This is an optimization exercise on Yosys and OpenROAD, whose aim is small area, a short achievable clock period and few clock cycles, not a production implementation.
Function was checked by simulation only, so behaviour that the tests miss may differ from the original.

`flow/run.sh`:
```
#!/bin/bash
# synth_recipe.tcl (not shown) runs the flow's synth.tcl, then flattens the netlist and writes it again
# the make line also repeats each setting of config.mk as NAME=value (left out here)
make -C /OpenROAD-flow-scripts/flow DESIGN_CONFIG=/design/flow/config.mk WORK_HOME=/design/flow/orfs CLKGATE_MAP_FILE= SYNTH_SCRIPT=/design/flow/synth_recipe.tcl finish
```
`flow/config.mk`:
```
export PLATFORM = sky130hd
export DESIGN_NAME = scd_cell
export DESIGN_NICKNAME = scd_cell
export VERILOG_FILES = /design/flow/design.v
export SDC_FILE = /design/flow/constraint.sdc
export NUM_CORES = 4
export LEC_CHECK = 0
export CAP_MARGIN = 20
export CORE_MARGIN = 2
export CORE_UTILIZATION = 40
export PLACE_DENSITY = 0.6
export SLEW_MARGIN = 20
```
`flow/constraint.sdc`:
```
create_clock -name core_clock -period 20.0 [get_ports {clk}]
set_input_delay 4.0000 -clock core_clock [delete_from_list [all_inputs] [get_ports {clk}]]
set_output_delay 4.0000 -clock core_clock [all_outputs]
set_load 0.01 [all_outputs]
```
`flow/design.v`:
```
module scd_cell (
    input  wire          clk,
    input  wire          rst,
    input  wire          s_valid,
    output wire          s_ready,
    input  wire [7:0]    s_x_re,
    input  wire [7:0]    s_x_im,
    input  wire [7:0]    s_y_re,
    input  wire [7:0]    s_y_im,
    input  wire [21:0]   s_pred,
    input  wire          s_first,
    input  wire          s_last,
    output reg           done,
    output wire [175:0]  alpha,
    output wire [175:0]  alpha_top
);
    localparam AW = 22;             
    localparam MW = 22;             
    localparam TW = 16;             
    localparam ST_LOAD  = 2'd0;
    localparam ST_FFT   = 2'd1;
    localparam ST_MAG   = 2'd2;
    localparam ST_MERGE = 2'd3;
    reg [1:0] state;
    reg signed [AW-1:0] buf_re [0:31];    
    reg signed [AW-1:0] buf_im [0:31];
    reg        [MW-1:0] mag    [0:15];
    reg        [MW-1:0] pred   [0:7];
    reg        [MW-1:0] a_reg  [0:7];
    reg        [MW-1:0] at_reg [0:7];
    reg                 blk_first;
    reg                 blk_last;
    reg [3:0] beat;                 
    reg [1:0] stage;                
    reg [4:0] sq_bit;               
    assign s_ready = (state == ST_LOAD);
    genvar g;
    generate
        for (g = 0; g < 8; g = g + 1) begin : g_out
            assign alpha[g*MW +: MW]     = a_reg[g];
            assign alpha_top[g*MW +: MW] = at_reg[g];
        end
    endgenerate
    wire signed [7:0] xr = s_x_re;
    wire signed [7:0] xi = s_x_im;
    wire signed [7:0] yr = s_y_re;
    wire signed [7:0] yi = s_y_im;
    wire signed [16:0] corr_re = xr * yr - xi * yi;
    wire signed [16:0] corr_im = xr * yi + xi * yr;
    wire [3:0] beat_rev = {beat[0], beat[1], beat[2], beat[3]};
    function [2*TW-1:0] twiddle;    
        input [3:0] k;
        case (k)
            4'd0:  twiddle = { 16'sd16384,  16'sd0     };
            4'd1:  twiddle = { 16'sd15137, -16'sd6270  };
            4'd2:  twiddle = { 16'sd11585, -16'sd11585 };
            4'd3:  twiddle = { 16'sd6270,  -16'sd15137 };
            4'd4:  twiddle = { 16'sd0,     -16'sd16384 };
            4'd5:  twiddle = {-16'sd6270,  -16'sd15137 };
            4'd6:  twiddle = {-16'sd11585, -16'sd11585 };
            4'd7:  twiddle = {-16'sd15137, -16'sd6270  };
            4'd8:  twiddle = {-16'sd16384,  16'sd0     };
            4'd9:  twiddle = {-16'sd15137,  16'sd6270  };
            4'd10: twiddle = {-16'sd11585,  16'sd11585 };
            4'd11: twiddle = {-16'sd6270,   16'sd15137 };
            4'd12: twiddle = { 16'sd0,      16'sd16384 };
            4'd13: twiddle = { 16'sd6270,   16'sd15137 };
            4'd14: twiddle = { 16'sd11585,  16'sd11585 };
            default: twiddle = { 16'sd15137, 16'sd6270 };
        endcase
    endfunction
    reg  [3:0] len_mask;            
    reg  [3:0] half;                
    always @(*) begin
        case (stage)
            2'd0: begin len_mask = 4'd1;  half = 4'd1; end
            2'd1: begin len_mask = 4'd3;  half = 4'd2; end
            2'd2: begin len_mask = 4'd7;  half = 4'd4; end
            default: begin len_mask = 4'd15; half = 4'd8; end
        endcase
    end
    wire [3:0] k_in   = beat & len_mask;
    wire [3:0] base   = beat & ~len_mask;
    wire [3:0] k_half = k_in & (half - 4'd1);
    wire [3:0] idx_e  = base + k_half;
    wire [3:0] idx_o  = base + half + k_half;
    wire [3:0] tw_idx = k_in << (2'd3 - stage);
    wire       src    = stage[0];
    wire [2*TW-1:0]      tw   = twiddle(tw_idx);
    wire signed [TW-1:0] w_re = tw[2*TW-1:TW];
    wire signed [TW-1:0] w_im = tw[TW-1:0];
    wire signed [AW-1:0] e_re = buf_re[{src, idx_e}];
    wire signed [AW-1:0] e_im = buf_im[{src, idx_e}];
    wire signed [AW-1:0] o_re = buf_re[{src, idx_o}];
    wire signed [AW-1:0] o_im = buf_im[{src, idx_o}];
    wire signed [AW+TW:0] p_re = w_re * o_re - w_im * o_im;
    wire signed [AW+TW:0] p_im = w_re * o_im + w_im * o_re;
    wire signed [AW+TW:0] r_re = (p_re + 39'sd8192) >>> 14;
    wire signed [AW+TW:0] r_im = (p_im + 39'sd8192) >>> 14;
    wire signed [AW-1:0]  f_re = e_re + r_re[AW-1:0];
    wire signed [AW-1:0]  f_im = e_im + r_im[AW-1:0];
    wire signed [AW-1:0] m_re = buf_re[{1'b0, beat}];
    wire signed [AW-1:0] m_im = buf_im[{1'b0, beat}];
    wire [2*AW-1:0] radicand = m_re * m_re + m_im * m_im;
    reg  [MW-1:0] sq_rem;              
    reg  [MW-1:0] sq_root;
    wire [MW+1:0] sq_cur   = {sq_rem, radicand[2*sq_bit+1], radicand[2*sq_bit]};
    wire [MW+1:0] sq_trial = {sq_root, 2'b01};
    wire          sq_take  = (sq_cur >= sq_trial);
    wire [MW+1:0] sq_rem_n  = sq_take ? (sq_cur - sq_trial) : sq_cur;
    wire [MW-1:0] sq_root_n = {sq_root[MW-2:0], sq_take};
    function [MW-1:0] max2;
        input [MW-1:0] a;
        input [MW-1:0] b;
        max2 = (b > a) ? b : a;
    endfunction
    integer i;
    always @(posedge clk) begin
        if (rst) begin
            state   <= ST_LOAD;
            beat    <= 4'd0;
            stage   <= 2'd0;
            sq_bit  <= 5'd21;
            sq_rem  <= 0;
            sq_root <= 0;
            done    <= 1'b0;
            for (i = 0; i < 8; i = i + 1) begin
                a_reg[i]  <= 0;
                at_reg[i] <= 0;
            end
        end else begin
            done <= 1'b0;
            case (state)
                ST_LOAD: begin
                    if (s_valid) begin
                        buf_re[{1'b0, beat_rev}] <= {{(AW-17){corr_re[16]}}, corr_re};
                        buf_im[{1'b0, beat_rev}] <= {{(AW-17){corr_im[16]}}, corr_im};
                        if (beat < 4'd8)
                            pred[beat[2:0]] <= s_pred;
                        if (beat == 4'd0) begin
                            blk_first <= s_first;
                            blk_last  <= s_last;
                        end
                        beat <= beat + 4'd1;
                        if (beat == 4'd15) begin
                            state <= ST_FFT;
                            stage <= 2'd0;
                        end
                    end
                end
                ST_FFT: begin
                    buf_re[{~src, beat}] <= f_re;
                    buf_im[{~src, beat}] <= f_im;
                    beat <= beat + 4'd1;
                    if (beat == 4'd15) begin
                        stage <= stage + 2'd1;
                        if (stage == 2'd3) begin
                            state   <= ST_MAG;
                            sq_bit  <= 5'd21;
                            sq_rem  <= 0;
                            sq_root <= 0;
                        end
                    end
                end
                ST_MAG: begin
                    if (sq_bit == 5'd0) begin
                        mag[beat] <= sq_root_n;
                        sq_bit    <= 5'd21;
                        sq_rem    <= 0;
                        sq_root   <= 0;
                        beat      <= beat + 4'd1;
                        if (beat == 4'd15)
                            state <= ST_MERGE;
                    end else begin
                        sq_bit  <= sq_bit - 5'd1;
                        sq_rem  <= sq_rem_n[MW-1:0];
                        sq_root <= sq_root_n;
                    end
                end
                default: begin   
                    for (i = 0; i < 8; i = i + 1) begin
                        if (blk_first) begin
                            at_reg[i] <= mag[i];
                        end else if (!blk_last) begin
                            a_reg[i]  <= max2(max2(at_reg[i], mag[8+i]), pred[i]);
                            at_reg[i] <= mag[i];
                        end else begin
                            a_reg[i]  <= max2(at_reg[i], pred[i]);
                            at_reg[i] <= max2(at_reg[i], pred[i]);
                        end
                    end
                    done  <= 1'b1;
                    beat  <= 4'd0;
                    state <= ST_LOAD;
                end
            endcase
        end
    end
endmodule
```
==> impl_metrics.yaml <==
cells_and_area:
  design_area_um2: 238000
  fin_nets: 22368
  areaGrowthSynthToFinish_pct: 10.3
  multiInputGateArea_um2: 134000
  fillers: 49432
  drive_above_1_share: 0.132
  top_regs: "buf_im x704, buf_re x704, mag x352"
  ff_latch_area_um2: 66500
global_route:
  grt_max_degree: 144
  track_usage: 0.254
  grt_pass1_vias: 150841
  antenna_found_initial: 55
  grt_pass1_wl_um: 1020000
  grt.overflow.total: 0
critical_path:
  required_ns: 20.64
  critPathKind: "flop to flop"
  path_delay_family: "adder cells"
  start_kind: "flop"
  crit_slowest_cell: "mux2i_4"
  critPathMaxStageDelay_ns: 0.87
  end_kind: "flop"
  path_buf_inv: 10
  path_max_fanout: 72
  worstPathArrival_ns: 17.16
synth:
  ys_seq_elements: 2352
  syn_area_um2: 215000
  synth_flop_cell: "edfxtp_1"
  yosysUniqueCellTypes: 106
  synth_top_cell_area_share: 0.270
  seq_area_frac_synth: 0.309
  synthArstFlopShare: 0
  synth_nets: 22249
  avgSynthCellArea_um2: 11.8
  synth_top_area_cell: "edfxtp_1"
  ys_warn_count: 3
  synthCells: 18186
  synth_area_leaders: "edfxtp_1 (27%), fa_1 (26%), mux4_2 (11%)"
  synth_edf_count: 1938
die:
  pin_count: 413
  core_area_um2: 536000
  die_x_um: 738
  die_area_um2: 544000
  start_util: 0.401
  fp.dieH_um: 738
  rows: 269
sta:
  rsz0062_at_grt: "no"
  setup_tns_ns: 0
  finClkSkew_ns: 0.102
  max_slew_margin: 0.118
  fin_ws_ns: 3.47
  setup_violations: 0
  hold_viol: 0
  drv_slew: 0
  fmax_mhz: 60.5
  min_period_ns: 16.53
  whs_ns: 0.454
  timing.final.crit_share: 0.826
  worst_pin_slew_ns: 1.31
run:
  timing.max_cap.violations: 0
status:
  outcome: "finished clean"
detailed_routing:
  wire_per_inst_um: 26.8
  route.detailed.drc: 0
  dr.pass1.iters: 6
  via_per_inst: 5.62
  postRouteAntennaNets: 0
  routed_wl_um: 688000
  drtIter0Drc: 14976
  vias: 144439
cts:
  cts.sinks: 2352
  clk_path_buf_depth: 4
  cts_buffers: 236
  insertion_delay_ns: 0.97
  cts-resized-gates: 0
  clk_pin_slew_ns: 0.06
  postCtsSetupBuffers: 0
  cts_hold_buf: 0
  cts_tree: "built"
  cts-root-buf: "clkbuf_16"
  cts-htree-levels: 4
placed_design:
  place.gp.congestion: 0.917
  postPlaceCellArea_um2: 230000
  io_buffer_count: 412
  place_ws_ns: 3.51
  place_hpwl_um: 499000
min_path:
  hold_class: "flop to flop"
-- cells in the final DEF (no fill, tap or decap), drive strengths merged, types with 112 or more instances in the layout --
master,instances
buf,369
o21ai,466
nand2,981
a21o,235
dfxtp,414
and2,245
mux2i,533
mux4,1066
nor2,1434
nand3,150
or2,330
nand4,112
edfxtp,1938
clkdlybuf4s50,407
inv,3380
ha,1249
nand2b,274
xnor2,212
clkbuf,296
nor3,168
fa,2755
a21oi,383
-- stage by stage --
stage,utilization,instances
after detailed placement,0.428,25246
after global routing,0.443,25685
after CTS,0.442,25675
final,0.443,25698
after floorplan,-,18186
after global placement,0.428,25243
-- synth_stat cells, drive strengths merged, types with 245 or more instances --
cell type,count
nand2b,274
nor2,1434
mux2i,533
a21oi,383
o21ai,466
clkbuf,725
ha,1249
or2,330
dfxtp,414
fa,2755
inv,3371
mux4,1066
and2,245
nand2,981
edfxtp,1938
-- cell type report --
| type | count | area share |
|---|---|---|
| multi-input cells | 11560 | 0.566 |
| diodes | 21 | 0.000221 |
| flip-flops and latches | 2352 | 0.280 |
| clock inverters | 133 | 0.00564 |
| repair buffers | 776 | 0.0298 |
| clock buffers | 296 | 0.0270 |
| well taps | 7181 | 0.0378 |
| inverters | 3379 | 0.0535 |
-- final timing paths --
kind,startpoint,to,slack [ns],depth (start not counted)
worst max-delay path,stage[1],buf_im[29][20],3.47,52
worst min-delay path,a_reg[6][18],a_reg[6][18],0.45,2
worst max register to register,stage[1],buf_im[29][20],3.47,52
worst min register to register,a_reg[6][18],a_reg[6][18],0.45,2
-- layer usage --
metal	global-route usage	wire length [um]	vias up
li1	-	-	61335
met1	0.344	275000	75422
met2	0.401	314000	6490
met3	0.0409	59600	1186
met4	0.120	39700	6
met5	0	28	-
-- worst register-to-register path: cells and delay by family, from the launching register on --
kind,cells,cell delay (ns)
AO/OA/AOI/OAI,18,4.90
XOR/XNOR,2,0.36
adder cells (fa/ha/maj),13,5.59
buffers and inverters,10,1.32
flip-flops,1,0.76
multiplexers,3,2.05
AND/OR/NAND/NOR,6,1.23
-- cell families (layout without fill, tap and decap cells) --
logic type                 after synthesis  after routing  share of synthesized area
buffers and inverters                 4274           4584                     0.0751
other                                    1             22                  0.0000174
and+or+nand+nor                       3871           3871                     0.0833
adders and majority gates             4004           4004                      0.329
AOI/OAI and AO/OA                     1740           1740                     0.0530
DFF                                   2352           2352                      0.309
muxes                                 1672           1672                      0.140
xor gates and xnor gates               272            272                     0.0111
Testbench counts, summed over its fixed seeds: cycles 166,280.

re-timing with driven ports:
The flow's constraints put no driver on any port. The routed layout listed below was extracted and timed again, unchanged, in two steps.
Step 1 (the two cells are an assumption about what drives the block):
set clk [get_ports {clk}]
set_driving_cell -lib_cell sky130_fd_sc_hd__clkbuf_16 $clk
set_driving_cell -lib_cell sky130_fd_sc_hd__buf_2 [delete_from_list [all_inputs] $clk]
Step 2 adds t to the input delays and takes it off the output delays; t is the mean of the earliest and latest rising clock arrival at the registers after step 1. Input paths then give back, and output paths get back, about the clock's delay inside the block.
Three values: no drivers, after step 1, after step 2; two values: the first two.
shift t [ns]: 1.026
setup WS [ns]: 3.474 / 3.474 / 3.474
worst register clock-pin slew, ns: 0.08 / 0.08
pins driven straight from the clock port: 1
After both steps setup and hold are still met in this run. For this run, drivers alone change the setup slack by 0.000 ns; drivers and shift together by 0.000 ns.
